What follows belongs to an exercise in optimizing a design on an open flow for small area; a production flow would make more cautious choices.
Function not checked in this run: the RTL went through the layout flow alone.
Power and IR drop assume default switching activity.

==> design/flow/design.v <==
module crc16_ccitt_table (
  input  wire [7:0]  idx,
  output reg  [15:0] val
);
  always @(*) begin
    case (idx)
      8'h00: val = 16'h0000;
      8'h01: val = 16'h1021;
      8'h02: val = 16'h2042;
      8'h03: val = 16'h3063;
      8'h04: val = 16'h4084;
      8'h05: val = 16'h50A5;
      8'h06: val = 16'h60C6;
      8'h07: val = 16'h70E7;
      8'h08: val = 16'h8108;
      8'h09: val = 16'h9129;
      8'h0A: val = 16'hA14A;
      8'h0B: val = 16'hB16B;
      8'h0C: val = 16'hC18C;
      8'h0D: val = 16'hD1AD;
      8'h0E: val = 16'hE1CE;
      8'h0F: val = 16'hF1EF;
      8'h10: val = 16'h1231;
      8'h11: val = 16'h0210;
      8'h12: val = 16'h3273;
      8'h13: val = 16'h2252;
      8'h14: val = 16'h52B5;
      8'h15: val = 16'h4294;
      8'h16: val = 16'h72F7;
      8'h17: val = 16'h62D6;
      8'h18: val = 16'h9339;
      8'h19: val = 16'h8318;
      8'h1A: val = 16'hB37B;
      8'h1B: val = 16'hA35A;
      8'h1C: val = 16'hD3BD;
      8'h1D: val = 16'hC39C;
      8'h1E: val = 16'hF3FF;
      8'h1F: val = 16'hE3DE;
      8'h20: val = 16'h2462;
      8'h21: val = 16'h3443;
      8'h22: val = 16'h0420;
      8'h23: val = 16'h1401;
      8'h24: val = 16'h64E6;
      8'h25: val = 16'h74C7;
      8'h26: val = 16'h44A4;
      8'h27: val = 16'h5485;
      8'h28: val = 16'hA56A;
      8'h29: val = 16'hB54B;
      8'h2A: val = 16'h8528;
      8'h2B: val = 16'h9509;
      8'h2C: val = 16'hE5EE;
      8'h2D: val = 16'hF5CF;
      8'h2E: val = 16'hC5AC;
      8'h2F: val = 16'hD58D;
      8'h30: val = 16'h3653;
      8'h31: val = 16'h2672;
      8'h32: val = 16'h1611;
      8'h33: val = 16'h0630;
      8'h34: val = 16'h76D7;
      8'h35: val = 16'h66F6;
      8'h36: val = 16'h5695;
      8'h37: val = 16'h46B4;
      8'h38: val = 16'hB75B;
      8'h39: val = 16'hA77A;
      8'h3A: val = 16'h9719;
      8'h3B: val = 16'h8738;
      8'h3C: val = 16'hF7DF;
      8'h3D: val = 16'hE7FE;
      8'h3E: val = 16'hD79D;
      8'h3F: val = 16'hC7BC;
      8'h40: val = 16'h48C4;
      8'h41: val = 16'h58E5;
      8'h42: val = 16'h6886;
      8'h43: val = 16'h78A7;
      8'h44: val = 16'h0840;
      8'h45: val = 16'h1861;
      8'h46: val = 16'h2802;
      8'h47: val = 16'h3823;
      8'h48: val = 16'hC9CC;
      8'h49: val = 16'hD9ED;
      8'h4A: val = 16'hE98E;
      8'h4B: val = 16'hF9AF;
      8'h4C: val = 16'h8948;
      8'h4D: val = 16'h9969;
      8'h4E: val = 16'hA90A;
      8'h4F: val = 16'hB92B;
      8'h50: val = 16'h5AF5;
      8'h51: val = 16'h4AD4;
      8'h52: val = 16'h7AB7;
      8'h53: val = 16'h6A96;
      8'h54: val = 16'h1A71;
      8'h55: val = 16'h0A50;
      8'h56: val = 16'h3A33;
      8'h57: val = 16'h2A12;
      8'h58: val = 16'hDBFD;
      8'h59: val = 16'hCBDC;
      8'h5A: val = 16'hFBBF;
      8'h5B: val = 16'hEB9E;
      8'h5C: val = 16'h9B79;
      8'h5D: val = 16'h8B58;
      8'h5E: val = 16'hBB3B;
      8'h5F: val = 16'hAB1A;
      8'h60: val = 16'h6CA6;
      8'h61: val = 16'h7C87;
      8'h62: val = 16'h4CE4;
      8'h63: val = 16'h5CC5;
      8'h64: val = 16'h2C22;
      8'h65: val = 16'h3C03;
      8'h66: val = 16'h0C60;
      8'h67: val = 16'h1C41;
      8'h68: val = 16'hEDAE;
      8'h69: val = 16'hFD8F;
      8'h6A: val = 16'hCDEC;
      8'h6B: val = 16'hDDCD;
      8'h6C: val = 16'hAD2A;
      8'h6D: val = 16'hBD0B;
      8'h6E: val = 16'h8D68;
      8'h6F: val = 16'h9D49;
      8'h70: val = 16'h7E97;
      8'h71: val = 16'h6EB6;
      8'h72: val = 16'h5ED5;
      8'h73: val = 16'h4EF4;
      8'h74: val = 16'h3E13;
      8'h75: val = 16'h2E32;
      8'h76: val = 16'h1E51;
      8'h77: val = 16'h0E70;
      8'h78: val = 16'hFF9F;
      8'h79: val = 16'hEFBE;
      8'h7A: val = 16'hDFDD;
      8'h7B: val = 16'hCFFC;
      8'h7C: val = 16'hBF1B;
      8'h7D: val = 16'hAF3A;
      8'h7E: val = 16'h9F59;
      8'h7F: val = 16'h8F78;
      8'h80: val = 16'h9188;
      8'h81: val = 16'h81A9;
      8'h82: val = 16'hB1CA;
      8'h83: val = 16'hA1EB;
      8'h84: val = 16'hD10C;
      8'h85: val = 16'hC12D;
      8'h86: val = 16'hF14E;
      8'h87: val = 16'hE16F;
      8'h88: val = 16'h1080;
      8'h89: val = 16'h00A1;
      8'h8A: val = 16'h30C2;
      8'h8B: val = 16'h20E3;
      8'h8C: val = 16'h5004;
      8'h8D: val = 16'h4025;
      8'h8E: val = 16'h7046;
      8'h8F: val = 16'h6067;
      8'h90: val = 16'h83B9;
      8'h91: val = 16'h9398;
      8'h92: val = 16'hA3FB;
      8'h93: val = 16'hB3DA;
      8'h94: val = 16'hC33D;
      8'h95: val = 16'hD31C;
      8'h96: val = 16'hE37F;
      8'h97: val = 16'hF35E;
      8'h98: val = 16'h02B1;
      8'h99: val = 16'h1290;
      8'h9A: val = 16'h22F3;
      8'h9B: val = 16'h32D2;
      8'h9C: val = 16'h4235;
      8'h9D: val = 16'h5214;
      8'h9E: val = 16'h6277;
      8'h9F: val = 16'h7256;
      8'hA0: val = 16'hB5EA;
      8'hA1: val = 16'hA5CB;
      8'hA2: val = 16'h95A8;
      8'hA3: val = 16'h8589;
      8'hA4: val = 16'hF56E;
      8'hA5: val = 16'hE54F;
      8'hA6: val = 16'hD52C;
      8'hA7: val = 16'hC50D;
      8'hA8: val = 16'h34E2;
      8'hA9: val = 16'h24C3;
      8'hAA: val = 16'h14A0;
      8'hAB: val = 16'h0481;
      8'hAC: val = 16'h7466;
      8'hAD: val = 16'h6447;
      8'hAE: val = 16'h5424;
      8'hAF: val = 16'h4405;
      8'hB0: val = 16'hA7DB;
      8'hB1: val = 16'hB7FA;
      8'hB2: val = 16'h8799;
      8'hB3: val = 16'h97B8;
      8'hB4: val = 16'hE75F;
      8'hB5: val = 16'hF77E;
      8'hB6: val = 16'hC71D;
      8'hB7: val = 16'hD73C;
      8'hB8: val = 16'h26D3;
      8'hB9: val = 16'h36F2;
      8'hBA: val = 16'h0691;
      8'hBB: val = 16'h16B0;
      8'hBC: val = 16'h6657;
      8'hBD: val = 16'h7676;
      8'hBE: val = 16'h4615;
      8'hBF: val = 16'h5634;
      8'hC0: val = 16'hD94C;
      8'hC1: val = 16'hC96D;
      8'hC2: val = 16'hF90E;
      8'hC3: val = 16'hE92F;
      8'hC4: val = 16'h99C8;
      8'hC5: val = 16'h89E9;
      8'hC6: val = 16'hB98A;
      8'hC7: val = 16'hA9AB;
      8'hC8: val = 16'h5844;
      8'hC9: val = 16'h4865;
      8'hCA: val = 16'h7806;
      8'hCB: val = 16'h6827;
      8'hCC: val = 16'h18C0;
      8'hCD: val = 16'h08E1;
      8'hCE: val = 16'h3882;
      8'hCF: val = 16'h28A3;
      8'hD0: val = 16'hCB7D;
      8'hD1: val = 16'hDB5C;
      8'hD2: val = 16'hEB3F;
      8'hD3: val = 16'hFB1E;
      8'hD4: val = 16'h8BF9;
      8'hD5: val = 16'h9BD8;
      8'hD6: val = 16'hABBB;
      8'hD7: val = 16'hBB9A;
      8'hD8: val = 16'h4A75;
      8'hD9: val = 16'h5A54;
      8'hDA: val = 16'h6A37;
      8'hDB: val = 16'h7A16;
      8'hDC: val = 16'h0AF1;
      8'hDD: val = 16'h1AD0;
      8'hDE: val = 16'h2AB3;
      8'hDF: val = 16'h3A92;
      8'hE0: val = 16'hFD2E;
      8'hE1: val = 16'hED0F;
      8'hE2: val = 16'hDD6C;
      8'hE3: val = 16'hCD4D;
      8'hE4: val = 16'hBDAA;
      8'hE5: val = 16'hAD8B;
      8'hE6: val = 16'h9DE8;
      8'hE7: val = 16'h8DC9;
      8'hE8: val = 16'h7C26;
      8'hE9: val = 16'h6C07;
      8'hEA: val = 16'h5C64;
      8'hEB: val = 16'h4C45;
      8'hEC: val = 16'h3CA2;
      8'hED: val = 16'h2C83;
      8'hEE: val = 16'h1CE0;
      8'hEF: val = 16'h0CC1;
      8'hF0: val = 16'hEF1F;
      8'hF1: val = 16'hFF3E;
      8'hF2: val = 16'hCF5D;
      8'hF3: val = 16'hDF7C;
      8'hF4: val = 16'hAF9B;
      8'hF5: val = 16'hBFBA;
      8'hF6: val = 16'h8FD9;
      8'hF7: val = 16'h9FF8;
      8'hF8: val = 16'h6E17;
      8'hF9: val = 16'h7E36;
      8'hFA: val = 16'h4E55;
      8'hFB: val = 16'h5E74;
      8'hFC: val = 16'h2E93;
      8'hFD: val = 16'h3EB2;
      8'hFE: val = 16'h0ED1;
      8'hFF: val = 16'h1EF0;
      default: val = 16'h0000;
    endcase
  end
endmodule
module sector_reader (
  input  wire        clk,
  input  wire        rst,
  input  wire        cmd_valid,
  input  wire [2:0]  cmd_op,
  input  wire [7:0]  cmd_c,
  input  wire [7:0]  cmd_h,
  input  wire [7:0]  cmd_r,
  input  wire [7:0]  cmd_n,
  input  wire        stop,
  input  wire        mfm,
  input  wire        skip,
  input  wire [7:0]  gap,
  input  wire [1:0]  scan_cond,
  input  wire [7:0]  scan_byte,
  input  wire        scan_over,
  input  wire        sink_ovr,
  input  wire        poll,
  input  wire        bit_in,
  input  wire        index,
  input  wire        phys_ok,
  output wire        busy,
  output reg         data_valid,
  output reg  [7:0]  data_byte,
  output reg         done,
  output reg  [3:0]  done_code,
  output reg         wrong_am,
  output wire [7:0]  id_c,
  output wire [7:0]  id_h,
  output wire [7:0]  id_r,
  output wire [7:0]  id_n,
  output wire [15:0] id_crc,
  output wire [7:0]  err_bits,
  output reg         cmp_match
);
  localparam [7:0] S_IDLE      = 8'h00;
  localparam [7:0] S_SNF       = 8'h01;
  localparam [7:0] S_RSID_FIND = 8'h11;
  localparam [7:0] S_RD_FIND   = 8'h21;
  localparam [7:0] S_RDD_FIND  = 8'h31;
  localparam [7:0] S_SCAN_FIND = 8'h41;
  localparam [7:0] S_VFY_FIND  = 8'h51;
  localparam [7:0] S_RT_SPIN   = 8'h80;
  localparam [7:0] S_RT_FIND   = 8'h81;
  localparam [3:0] F_IDLE = 4'h0;
  localparam [3:0] F_RSID = 4'h1;
  localparam [3:0] F_RD   = 4'h2;
  localparam [3:0] F_RDD  = 4'h3;
  localparam [3:0] F_SCAN = 4'h4;
  localparam [3:0] F_VFY  = 4'h5;
  localparam [3:0] F_RT   = 4'h8;
  localparam [2:0] P_SPIN  = 3'd0;
  localparam [2:0] P_FINDID = 3'd1;
  localparam [2:0] P_READID = 3'd2;
  localparam [2:0] P_FINDDATA = 3'd3;
  localparam [2:0] P_DATA  = 3'd4;
  localparam [3:0] SIG_FINISHREAD    = 4'd1;
  localparam [3:0] SIG_TRACKFINISH   = 4'd2;
  localparam [3:0] SIG_FINISHCOMPARE = 4'd3;
  localparam [3:0] SIG_SECTORID      = 4'd4;
  localparam [3:0] SIG_HEADERCRC     = 4'd6;
  localparam [3:0] SIG_DATACRC       = 4'd7;
  localparam [3:0] SIG_OVERRUN       = 4'd8;
  localparam [3:0] SIG_NOIDAM        = 4'd9;
  localparam [3:0] SIG_NODATAAM      = 4'd10;
  localparam [3:0] SIG_BADCYL        = 4'd11;
  localparam [3:0] SIG_WRONGCYL      = 4'd12;
  localparam [3:0] SIG_NOSECTOR      = 4'd13;
  localparam [7:0]  B_IDAM = 8'hFE;
  localparam [7:0]  B_DAM  = 8'hFB;
  localparam [7:0]  B_DDAM = 8'hF8;
  localparam [15:0] FM_IDAM  = 16'hF57E;
  localparam [15:0] FM_DAM   = 16'hF56F;
  localparam [15:0] FM_DDAM  = 16'hF56A;
  localparam [15:0] MFM_IDAM = 16'h5554;
  localparam [15:0] MFM_DAM  = 16'h5545;
  localparam [15:0] MFM_DDAM = 16'h554A;
  localparam [15:0] MFM_SYNC = 16'h4489;
  localparam EC_ID_CRC    = 0;
  localparam EC_DATA_CRC  = 1;
  localparam EC_BAD_CYL   = 3;
  localparam EC_WRONG_CYL = 4;
  reg [7:0]  state;
  reg [15:0] shreg;
  reg [15:0] crc_calc;
  reg [15:0] crc_read;
  reg [7:0]  req_c, req_h, req_r, req_n;
  reg [7:0]  last_c, last_h, last_r, last_n;
  reg [4:0]  bits_obtained;
  reg [15:0] bytes_obtained;
  reg [1:0]  sync_marks;        
  reg [1:0]  index_count;       
  reg        id_found;          
  reg [7:0]  error_condition;
  reg [15:0] satisfying;
  reg [7:0]  state_n;
  reg [15:0] shreg_n;
  reg [15:0] crc_calc_n;
  reg [15:0] crc_read_n;
  reg [7:0]  req_c_n, req_h_n, req_r_n, req_n_n;
  reg [7:0]  last_c_n, last_h_n, last_r_n, last_n_n;
  reg [4:0]  bits_obtained_n;
  reg [15:0] bytes_obtained_n;
  reg [1:0]  sync_marks_n;
  reg [1:0]  index_count_n;
  reg        id_found_n;
  reg [7:0]  error_condition_n;
  reg [15:0] satisfying_n;
  reg        data_valid_n;
  reg [7:0]  data_byte_n;
  reg        done_n;
  reg [3:0]  done_code_n;
  reg        wrong_am_n;
  reg        cmp_match_n;
  assign busy     = !(state == S_IDLE || state == S_SNF);
  assign id_c     = last_c;
  assign id_h     = last_h;
  assign id_r     = last_r;
  assign id_n     = last_n;
  assign id_crc   = crc_read;
  assign err_bits = error_condition;
  wire [3:0]  fam = state[7:4];
  wire [2:0]  sub = state[2:0];
  wire [15:0] window = {shreg[14:0], bit_in};
  wire [7:0]  dec_byte = {window[14], window[12], window[10], window[8],
                          window[6],  window[4],  window[2],  window[0]};
  wire [15:0] crc_tab_val;
  crc16_ccitt_table u_crc_tab (
    .idx (crc_calc[15:8] ^ dec_byte),
    .val (crc_tab_val)
  );
  wire [15:0] crc_next = {crc_calc[7:0], 8'h00} ^ crc_tab_val;
  function [15:0] crc_acc_const;
    input [7:0]  b;
    input [15:0] c;
    reg   [15:0] x;
    integer      i;
    begin
      x = c ^ {b, 8'h00};
      for (i = 0; i < 8; i = i + 1)
        x = x[15] ? ({x[14:0], 1'b0} ^ 16'h1021) : {x[14:0], 1'b0};
      crc_acc_const = x;
    end
  endfunction
  wire [16:0] sec_len  = 17'd128 << req_n[3:0];
  wire [16:0] k_cur    = {1'b0, bytes_obtained};
  wire [16:0] k_end    = sec_len + 17'd2 + {9'd0, gap};
  wire        want_deleted = (fam == F_RDD);
  reg scan_sat;
  always @(*) begin
    if (scan_byte == 8'hFF)
      scan_sat = 1'b1;
    else if (scan_cond == 2'd0)
      scan_sat = (dec_byte == scan_byte);
    else if (scan_cond == 2'd1)
      scan_sat = (dec_byte <= scan_byte);
    else
      scan_sat = (dec_byte >= scan_byte);
  end
  reg [4:0]  bits_t;
  reg        cmd_ok;
  reg        phys_bad, idx_hit;
  reg [2:0]  sub_n;
  always @(*) begin
    state_n           = state;
    shreg_n           = shreg;
    crc_calc_n        = crc_calc;
    crc_read_n        = crc_read;
    req_c_n           = req_c;
    req_h_n           = req_h;
    req_r_n           = req_r;
    req_n_n           = req_n;
    last_c_n          = last_c;
    last_h_n          = last_h;
    last_r_n          = last_r;
    last_n_n          = last_n;
    bits_obtained_n   = bits_obtained;
    bytes_obtained_n  = bytes_obtained;
    sync_marks_n      = sync_marks;
    index_count_n     = index_count;
    id_found_n        = id_found;
    error_condition_n = error_condition;
    satisfying_n      = satisfying;
    data_valid_n      = 1'b0;
    data_byte_n       = data_byte;
    done_n            = 1'b0;
    done_code_n       = done_code;
    wrong_am_n        = 1'b0;
    cmp_match_n       = cmp_match;
    bits_t            = bits_obtained + 5'd1;
    cmd_ok            = cmd_valid && !busy && (cmd_op != 3'd7) && (cmd_n <= 8'd8);
    phys_bad          = 1'b0;
    idx_hit           = 1'b0;
    sub_n             = 3'd0;
    if (stop) begin
      state_n = S_IDLE;
    end else if (cmd_ok) begin
      req_c_n           = cmd_c;
      req_h_n           = cmd_h;
      req_r_n           = (cmd_op == 3'd5 || cmd_op == 3'd6) ? 8'd0 : cmd_r;
      req_n_n           = cmd_n;
      bits_obtained_n   = 5'd0;
      bytes_obtained_n  = 16'd0;
      sync_marks_n      = 2'd0;
      index_count_n     = 2'd0;
      id_found_n        = 1'b0;
      error_condition_n = 8'd0;
      satisfying_n      = 16'd0;
      shreg_n           = 16'd0;
      crc_calc_n        = 16'd0;
      crc_read_n        = 16'd0;
      if (!phys_ok)
        state_n = S_SNF;
      else begin
        case (cmd_op)
          3'd0:    state_n = S_RD_FIND;
          3'd1:    state_n = S_RDD_FIND;
          3'd2:    state_n = S_VFY_FIND;
          3'd3:    state_n = S_SCAN_FIND;
          3'd4:    state_n = S_RSID_FIND;
          3'd5:    state_n = S_RT_SPIN;
          default: state_n = S_RT_FIND;
        endcase
      end
    end else if (poll) begin
      if (state != S_IDLE && state != S_SNF && sub != P_SPIN) begin
        shreg_n = window;
        if (sub == P_FINDID || sub == P_FINDDATA) begin
          if (!mfm) begin
            if (sub == P_FINDID) begin
              if (window == FM_IDAM) begin
                crc_calc_n = crc_acc_const(B_IDAM, 16'hFFFF);
                bits_obtained_n = 5'd0; bytes_obtained_n = 16'd0; sync_marks_n = 2'd0;
                state_n = state + 8'd1;
              end
            end else begin
              if (window == (want_deleted ? FM_DDAM : FM_DAM)) begin
                crc_calc_n = want_deleted ? crc_acc_const(B_DDAM, 16'hFFFF)
                                          : crc_acc_const(B_DAM, 16'hFFFF);
                bits_obtained_n = 5'd0; bytes_obtained_n = 16'd0; sync_marks_n = 2'd0;
                state_n = state + 8'd1;
              end else if (window == (want_deleted ? FM_DAM : FM_DDAM)) begin
                bits_obtained_n = 5'd0; bytes_obtained_n = 16'd0; sync_marks_n = 2'd0;
                if (skip) begin
                  state_n = state - 8'd2;
                end else begin
                  crc_calc_n = want_deleted ? crc_acc_const(B_DAM, 16'hFFFF)
                                            : crc_acc_const(B_DDAM, 16'hFFFF);
                  wrong_am_n = 1'b1;
                  state_n = state + 8'd1;
                end
              end
            end
          end else begin
            if (sync_marks == 2'd0) begin
              if (window == MFM_SYNC) begin
                sync_marks_n = 2'd1;
                bits_obtained_n = 5'd0;
              end
            end else if (window == MFM_SYNC && bits_t < 5'd16) begin
              sync_marks_n = 2'd1;
              bits_obtained_n = 5'd0;
            end else if (bits_t == 5'd16) begin
              bits_obtained_n = 5'd0;
              if (window == MFM_SYNC) begin
                if (sync_marks != 2'd3)
                  sync_marks_n = sync_marks + 2'd1;
              end else if (sync_marks == 2'd3 && sub == P_FINDID && window == MFM_IDAM) begin
                crc_calc_n = crc_acc_const(B_IDAM, 16'hCDB4);
                bits_obtained_n = 5'd0; bytes_obtained_n = 16'd0; sync_marks_n = 2'd0;
                state_n = state + 8'd1;
              end else if (sync_marks == 2'd3 && sub == P_FINDDATA &&
                           window == (want_deleted ? MFM_DDAM : MFM_DAM)) begin
                crc_calc_n = want_deleted ? crc_acc_const(B_DDAM, 16'hCDB4)
                                          : crc_acc_const(B_DAM, 16'hCDB4);
                bits_obtained_n = 5'd0; bytes_obtained_n = 16'd0; sync_marks_n = 2'd0;
                state_n = state + 8'd1;
              end else if (sync_marks == 2'd3 && sub == P_FINDDATA &&
                           window == (want_deleted ? MFM_DAM : MFM_DDAM)) begin
                bits_obtained_n = 5'd0; bytes_obtained_n = 16'd0; sync_marks_n = 2'd0;
                if (skip) begin
                  state_n = state - 8'd2;
                end else begin
                  crc_calc_n = want_deleted ? crc_acc_const(B_DAM, 16'hCDB4)
                                            : crc_acc_const(B_DDAM, 16'hCDB4);
                  wrong_am_n = 1'b1;
                  state_n = state + 8'd1;
                end
              end else begin
                bits_obtained_n = 5'd0; bytes_obtained_n = 16'd0; sync_marks_n = 2'd0;
              end
            end else begin
              bits_obtained_n = bits_t;
            end
          end
        end else if (sub == P_READID) begin
          bits_obtained_n = bits_t;
          if (bits_t == 5'd16) begin
            bits_obtained_n  = 5'd0;
            bytes_obtained_n = bytes_obtained + 16'd1;
            case (bytes_obtained[2:0])
              3'd0: begin last_c_n = dec_byte; crc_calc_n = crc_next; end
              3'd1: begin last_h_n = dec_byte; crc_calc_n = crc_next; end
              3'd2: begin last_r_n = dec_byte; crc_calc_n = crc_next; end
              3'd3: begin last_n_n = dec_byte; crc_calc_n = crc_next; end
              3'd4: crc_read_n[15:8] = dec_byte;
              default: crc_read_n[7:0] = dec_byte;
            endcase
            if (bytes_obtained == 16'd5) begin
              bits_obtained_n = 5'd0; bytes_obtained_n = 16'd0; sync_marks_n = 2'd0;
              if (crc_calc != crc_read_n) begin
                if (fam == F_RT) begin
                  error_condition_n[EC_ID_CRC] = 1'b1;
                  state_n = state + 8'd1;
                end else if (fam == F_RSID) begin
                  state_n = S_RSID_FIND;
                end else begin
                  done_n = 1'b1; done_code_n = SIG_HEADERCRC;
                  state_n = S_IDLE;
                end
              end else begin
                id_found_n = 1'b1;
                if (fam == F_RSID) begin
                  done_n = 1'b1; done_code_n = SIG_SECTORID;
                  state_n = S_IDLE;
                end else if (last_c == req_c && last_h == req_h && last_n == req_n &&
                             (fam == F_RT || last_r == req_r)) begin
                  state_n = state + 8'd1;
                end else begin
                  if (last_c != req_c) begin
                    if (last_c == 8'hFF) error_condition_n[EC_BAD_CYL]   = 1'b1;
                    else                 error_condition_n[EC_WRONG_CYL] = 1'b1;
                  end
                  state_n = state - 8'd1;
                end
              end
            end
          end
        end else begin
          bits_obtained_n = bits_t;
          if (bits_t == 5'd16) begin
            bits_obtained_n  = 5'd0;
            bytes_obtained_n = bytes_obtained + 16'd1;
            if (k_cur < sec_len) begin
              crc_calc_n = crc_next;
              if (fam == F_SCAN) begin
                if (scan_over) begin
                  done_n = 1'b1; done_code_n = SIG_OVERRUN;
                  state_n = S_IDLE;
                  bytes_obtained_n = bytes_obtained;
                end else if (scan_sat) begin
                  satisfying_n = satisfying + 16'd1;
                end
              end else if (fam != F_VFY) begin
                data_valid_n = 1'b1;
                data_byte_n  = dec_byte;
                if (sink_ovr) begin
                  done_n = 1'b1; done_code_n = SIG_OVERRUN;
                  state_n = S_IDLE;
                  bytes_obtained_n = bytes_obtained;
                end
              end
            end else if (k_cur == sec_len) begin
              crc_read_n[15:8] = dec_byte;
            end else if (k_cur == sec_len + 17'd1) begin
              crc_read_n[7:0] = dec_byte;
            end
            if (state_n != S_IDLE && k_cur + 17'd1 == k_end) begin
              bits_obtained_n = 5'd0; bytes_obtained_n = 16'd0; sync_marks_n = 2'd0;
              done_n = 1'b1;
              state_n = S_IDLE;
              if (fam == F_RT) begin
                if (crc_calc_n != crc_read_n)
                  error_condition_n[EC_DATA_CRC] = 1'b1;
                done_code_n = SIG_TRACKFINISH;
              end else if (crc_calc_n != crc_read_n) begin
                done_code_n = SIG_DATACRC;
              end else if (fam == F_SCAN) begin
                done_code_n = SIG_FINISHCOMPARE;
                cmp_match_n = ({1'b0, satisfying_n} == sec_len);
              end else begin
                done_code_n = SIG_FINISHREAD;
              end
            end
          end
        end
      end
      if (index && state_n != S_IDLE && index_count_n != 2'd2)
        index_count_n = index_count_n + 2'd1;
      if (state_n == S_RT_SPIN && index_count_n == 2'd2) begin
        index_count_n   = 2'd0;
        bits_obtained_n = 5'd0; bytes_obtained_n = 16'd0; sync_marks_n = 2'd0;
        shreg_n         = 16'd0;
        state_n         = S_RT_FIND;
      end
      sub_n = state_n[2:0];
      if (state_n != S_IDLE) begin
        if (state_n == S_SNF) begin
          if (index_count_n == 2'd2) begin
            done_n = 1'b1; done_code_n = SIG_NOIDAM;
            state_n = S_IDLE;
          end
        end else begin
          phys_bad = !phys_ok;
          idx_hit  = (index_count_n == 2'd2) && sub_n != P_SPIN && sub_n != P_DATA;
          if (phys_bad || idx_hit) begin
            done_n  = 1'b1;
            if (sub_n == P_SPIN)
              done_code_n = SIG_NOIDAM;
            else if (sub_n == P_FINDID || sub_n == P_READID) begin
              if (!id_found_n)
                done_code_n = SIG_NOIDAM;
              else if (error_condition_n[EC_WRONG_CYL])
                done_code_n = SIG_WRONGCYL;
              else if (error_condition_n[EC_BAD_CYL])
                done_code_n = SIG_BADCYL;
              else
                done_code_n = SIG_NOSECTOR;
            end else
              done_code_n = SIG_NODATAAM;
            state_n = S_IDLE;
          end
        end
      end
    end
  end
  always @(posedge clk) begin
    if (rst) begin
      state           <= S_IDLE;
      shreg           <= 16'd0;
      crc_calc        <= 16'd0;
      crc_read        <= 16'd0;
      req_c           <= 8'd0;
      req_h           <= 8'd0;
      req_r           <= 8'd0;
      req_n           <= 8'd0;
      last_c          <= 8'd0;
      last_h          <= 8'd0;
      last_r          <= 8'd0;
      last_n          <= 8'd0;
      bits_obtained   <= 5'd0;
      bytes_obtained  <= 16'd0;
      sync_marks      <= 2'd0;
      index_count     <= 2'd0;
      id_found        <= 1'b0;
      error_condition <= 8'd0;
      satisfying      <= 16'd0;
      data_valid      <= 1'b0;
      data_byte       <= 8'd0;
      done            <= 1'b0;
      done_code       <= 4'd0;
      wrong_am        <= 1'b0;
      cmp_match       <= 1'b0;
    end else begin
      state           <= state_n;
      shreg           <= shreg_n;
      crc_calc        <= crc_calc_n;
      crc_read        <= crc_read_n;
      req_c           <= req_c_n;
      req_h           <= req_h_n;
      req_r           <= req_r_n;
      req_n           <= req_n_n;
      last_c          <= last_c_n;
      last_h          <= last_h_n;
      last_r          <= last_r_n;
      last_n          <= last_n_n;
      bits_obtained   <= bits_obtained_n;
      bytes_obtained  <= bytes_obtained_n;
      sync_marks      <= sync_marks_n;
      index_count     <= index_count_n;
      id_found        <= id_found_n;
      error_condition <= error_condition_n;
      satisfying      <= satisfying_n;
      data_valid      <= data_valid_n;
      data_byte       <= data_byte_n;
      done            <= done_n;
      done_code       <= done_code_n;
      wrong_am        <= wrong_am_n;
      cmp_match       <= cmp_match_n;
    end
  end
endmodule
==> design/flow/run.sh <==
#!/bin/bash
# synth_recipe.tcl (not shown) runs the flow's synth.tcl, then flattens the netlist and writes it again
# the make line also repeats each setting of config.mk as NAME=value (left out here)
make -C /OpenROAD-flow-scripts/flow DESIGN_CONFIG=/design/flow/config.mk WORK_HOME=/design/flow/orfs CLKGATE_MAP_FILE= SYNTH_SCRIPT=/design/flow/synth_recipe.tcl finish
==> design/flow/config.mk <==
export PLATFORM = sky130hd
export DESIGN_NAME = sector_reader
export DESIGN_NICKNAME = sector_reader
export VERILOG_FILES = /design/flow/design.v
export SDC_FILE = /design/flow/constraint.sdc
export NUM_CORES = 4
export LEC_CHECK = 0
export CAP_MARGIN = 20
export CORE_MARGIN = 2
export CORE_UTILIZATION = 30
export PLACE_DENSITY = 0.45
export SLEW_MARGIN = 20
==> design/flow/constraint.sdc <==
create_clock -name core_clock -period 8.0 [get_ports {clk}]
set_input_delay 1.6000 -clock core_clock [delete_from_list [all_inputs] [get_ports {clk}]]
set_output_delay 1.6000 -clock core_clock [all_outputs]
set_load 0.01 [all_outputs]
==> run notes <==
worst min-delay path, stage by stage (launching register included):
cell	delay (ns)
dfxtp_1	0.32
nand2_1	0.05
a21oi_1	0.05
sequential cells by signal (all words and copies together) (netlist names), 4 cells and up:
register        flops
crc_read           16
data_byte           8
bytes_obtained     16
last_h              8
done_code           4
last_n              8
satisfying         16
crc_calc           16
shreg              15
err_bits            4
req_n               8
last_c              8
bits_obtained       5
state               8
req_h               8
last_r              8
req_r               8
req_c               8
cells in the mapped netlist (8+ instances only):
cell type	n	area, µm²
a22oi_1	19	143
inv_1	42	158
nor2b_1	10	62.6
a21o_1	16	120
mux2_2	8	90.1
a22o_1	16	140
o21ai_0	84	420
and3_1	38	238
or3_1	15	93.8
nand4b_1	12	105
xor2_1	46	403
a21oi_1	129	646
a221oi_1	11	96.3
buf_4	8	60.1
nor4_1	23	144
o211ai_1	8	60.1
o21ai_1	8	40.0
mux2i_1	79	791
dfxtp_1	181	3620
or2_2	11	68.8
buf_2	30	150
xnor2_1	93	815
or4_1	13	97.6
nand3_1	82	410
ha_1	41	513
and4_1	8	70.1
nor2_1	197	739
nand2_1	176	661
a211o_1	10	87.6
and2_1	21	131
o21a_1	12	90.1
o22ai_1	14	87.6
a31oi_1	20	125
clkbuf_1	99	372
nand4_1	45	282
nor3_1	53	265
nand2b_1	29	181
a211oi_1	17	128
cell type report:
| cell class | count | area (µm²) | share of cell area, % |
|---|---|---|---|
| clock buffers | 18 | 429 | 2.60 |
| clock inverters | 14 | 164 | 0.993 |
| flip-flops and latches | 181 | 3620 | 21.9 |
| repair buffers | 166 | 1580 | 9.55 |
| well taps | 607 | 759 | 4.60 |
| multi-input cells | 1513 | 9800 | 59.3 |
| inverters | 43 | 161 | 0.978 |
worst paths after layout:
kind / from / end / slack [ns] / cells past startpoint
setup / recovery: gap[1] / bytes_obtained[3]$_SDFFE_PP0P_ / 1.56 / 16
hold reg to reg: req_h[2]$_SDFFE_PP0P_ / req_h[2]$_SDFFE_PP0P_ / 0.47 / 2
hold / removal: req_h[2]$_SDFFE_PP0P_ / req_h[2]$_SDFFE_PP0P_ / 0.47 / 2
setup reg to reg: req_n[1]$_SDFFE_PP0P_ / cmp_match$_SDFFE_PP0P_ / 1.68 / 16
stage by stage:
step                utilization [%]  area (µm²)  instances  hold slack, ns
finish                         35.5       16500       2542           0.467
global route                   35.5       16500       2542           0.493
CTS                            35.5       16500       2542           0.467
detailed placement             34.2       15900       2510           0.458
global placement               34.2       15900       2510           0.454
floorplan                         -       14200       1880           0.445
per-layer routing:
metal	up-vias	part of all wire (%)	global-route usage [%]
met2	499	45	37.2
met4	0	2.3	7.08
met5	-	0	0
met3	78	6.8	4.79
met1	7010	46	32.2
li1	6906	-	-
where the power goes:
group          total, W  switching, W  internal (W)
clock          0.000877      0.000460      0.000417
combinational  0.000160     0.0000949     0.0000651
sequential     0.000907    0.00000398      0.000903
cell families after synthesis:
kind of cell	count (synthesis)	synth area share (%)
AND/OR/NAND/NOR	787	29.1
XOR/XNOR	140	8.76
flip-flops	181	25.6
other	1	0.0265
AO/OA/AOI/OAI	454	21.2
buffers and inverters	186	5.46
multiplexers	87	6.22
adder cells (fa/ha/maj)	41	3.62
==> reports/metrics.csv <==
metric,value,unit
status,finished clean,
achievable frequency,155,MHz
synth unique cells,104,
#FFs+latches synth,181,
first-pass GRT wire length,88.1,mm
CTS H-tree depth,4,
Post-CTS Setup Bufs,0,
"Setup violations, final",0,
max_cap viols,0,
Critical Setup Path Class,in2reg,
vias per cell,5.70,
clk buf depth,2,
Setup crit start kind,primary input,
Leakage,5.97,nW
grt total ovfl,0,
largest net degree at the start of global routing,85,
initial core utilization,30.4,%
layout cell share with drive strength beyond 1,6.67,%
Routed wire per std cell,23.0,µm
Pwr Total,0.00194,W
Post-synth EDFFs,0,
total CTS buffers,17,
die area,48900,µm²
Synth Instances,1877,
Clock Latency Late Sink,0.51,ns
Root Buffer Master,clkbuf_16,
crit end category,flop,
Routed Antenna Nets,0,
Worst-path clk slew,0.08,ns
Clock Sinks,181,
Post-synth top flop,dfxtp_1,
slew of the pin with the lowest slew margin,1.12,ns
Final Wtd Congestion,0.972,
Vias,14500,
Max Transition Viols Final,0,
asr flop ratio synth,0,%
post-DP HPWL,44.1,mm
Worst Skew,0.0138,ns
"most common cell after layout, fill and taps aside",nor2_1,
most frequent cells in the layout,"195 x nor2_1, 181 x dfxtp_1, 176 x nand2_1",
Filler cells,4936,
die width,221,µm
IO buf count,133,
critical path data required time,8.39,ns
area grow syn2layout,16.7,%
Hold Crit Class,reg2reg,
fin nets,2028,
count of final hold-check violations,0,
CTS Hold Buffers Added,0,
Post-Place Setup Slack,1.09,ns
P per Cell Area,118,nW/µm²
post-synthesis sequential area ratio,25.6,%
synthesized area,14200,µm²
vias in the first global route,13800,
DRC errors left,0,
CP Data Arrival Time,6.83,ns
max incr delay on CP,0.73,ns
crit-path cells,clkdlybuf4s50_1 -> ha_1 -> ha_1 -> xor2_1 -> xnor2_1 -> xor2_1 -> a2111oi_0 -> nand4_2 -> nor3_2 -> o21ai_0 -> a221oi_2 -> and2_4 -> nand4b_1 -> nand4b_1 -> nor3_1 -> a211o_1,
Synth Warn #,2,
cts repair resizes,0,
Final WS setup,1.56,ns
Slew headroom,24.3,%
core area,46600,µm²
crit-path leading delay family,simple AND/OR/NAND/NOR gates,
Die Ht,221,µm
average size of a mapped cell,7.54,µm²
slowest CP cell,nand4b_1,
drt first-iter violations,1463,
TritonCTS clock tree,done,
CP Max Fanout,13,
num rows,79,
IO Pins,138,
min Tclk post-route,6.44,ns
peak supply drop,0.000140,V
Initial DRT Pass Iterations,5,
ant diodes,0,
Post-Route WL,58.5,mm
TNS Setup,0,ns
Global Route Usage Sum,23.5,%
RSZ-0062 raised after global routing,no,
initial antenna violation count,0,
CP bufs+invs,1,
crit share post-route,80.5,%

[port drivers added, routing unchanged]
The flow's constraints put no driver on any port. The routed layout listed below was extracted and timed again, unchanged, in two steps.
Step 1, drivers: a clkbuf_16 drives clk and a buf_2 each remaining input, both assumed.
Step 2 adds t to the input delays and takes it off the output delays; t is the mean of the earliest and latest rising clock arrival at the registers after step 1. Input paths then give back, and output paths get back, about the clock's delay inside the block.
Three values: ideal, step 1, step 2; two values: the first two.
t (ns): 0.551
setup slack, ns: 1.559 / 1.589 / 1.038
worst hold slack (ns): 0.467 / 0.467 / 0.467
worst register clock-pin slew, ns: 0.08 / 0.08
cell pins on the clock port's net: 1
After both steps setup and hold are still met in this run. For this run, drivers alone change the setup slack by +0.030 ns; drivers and shift together by -0.521 ns.
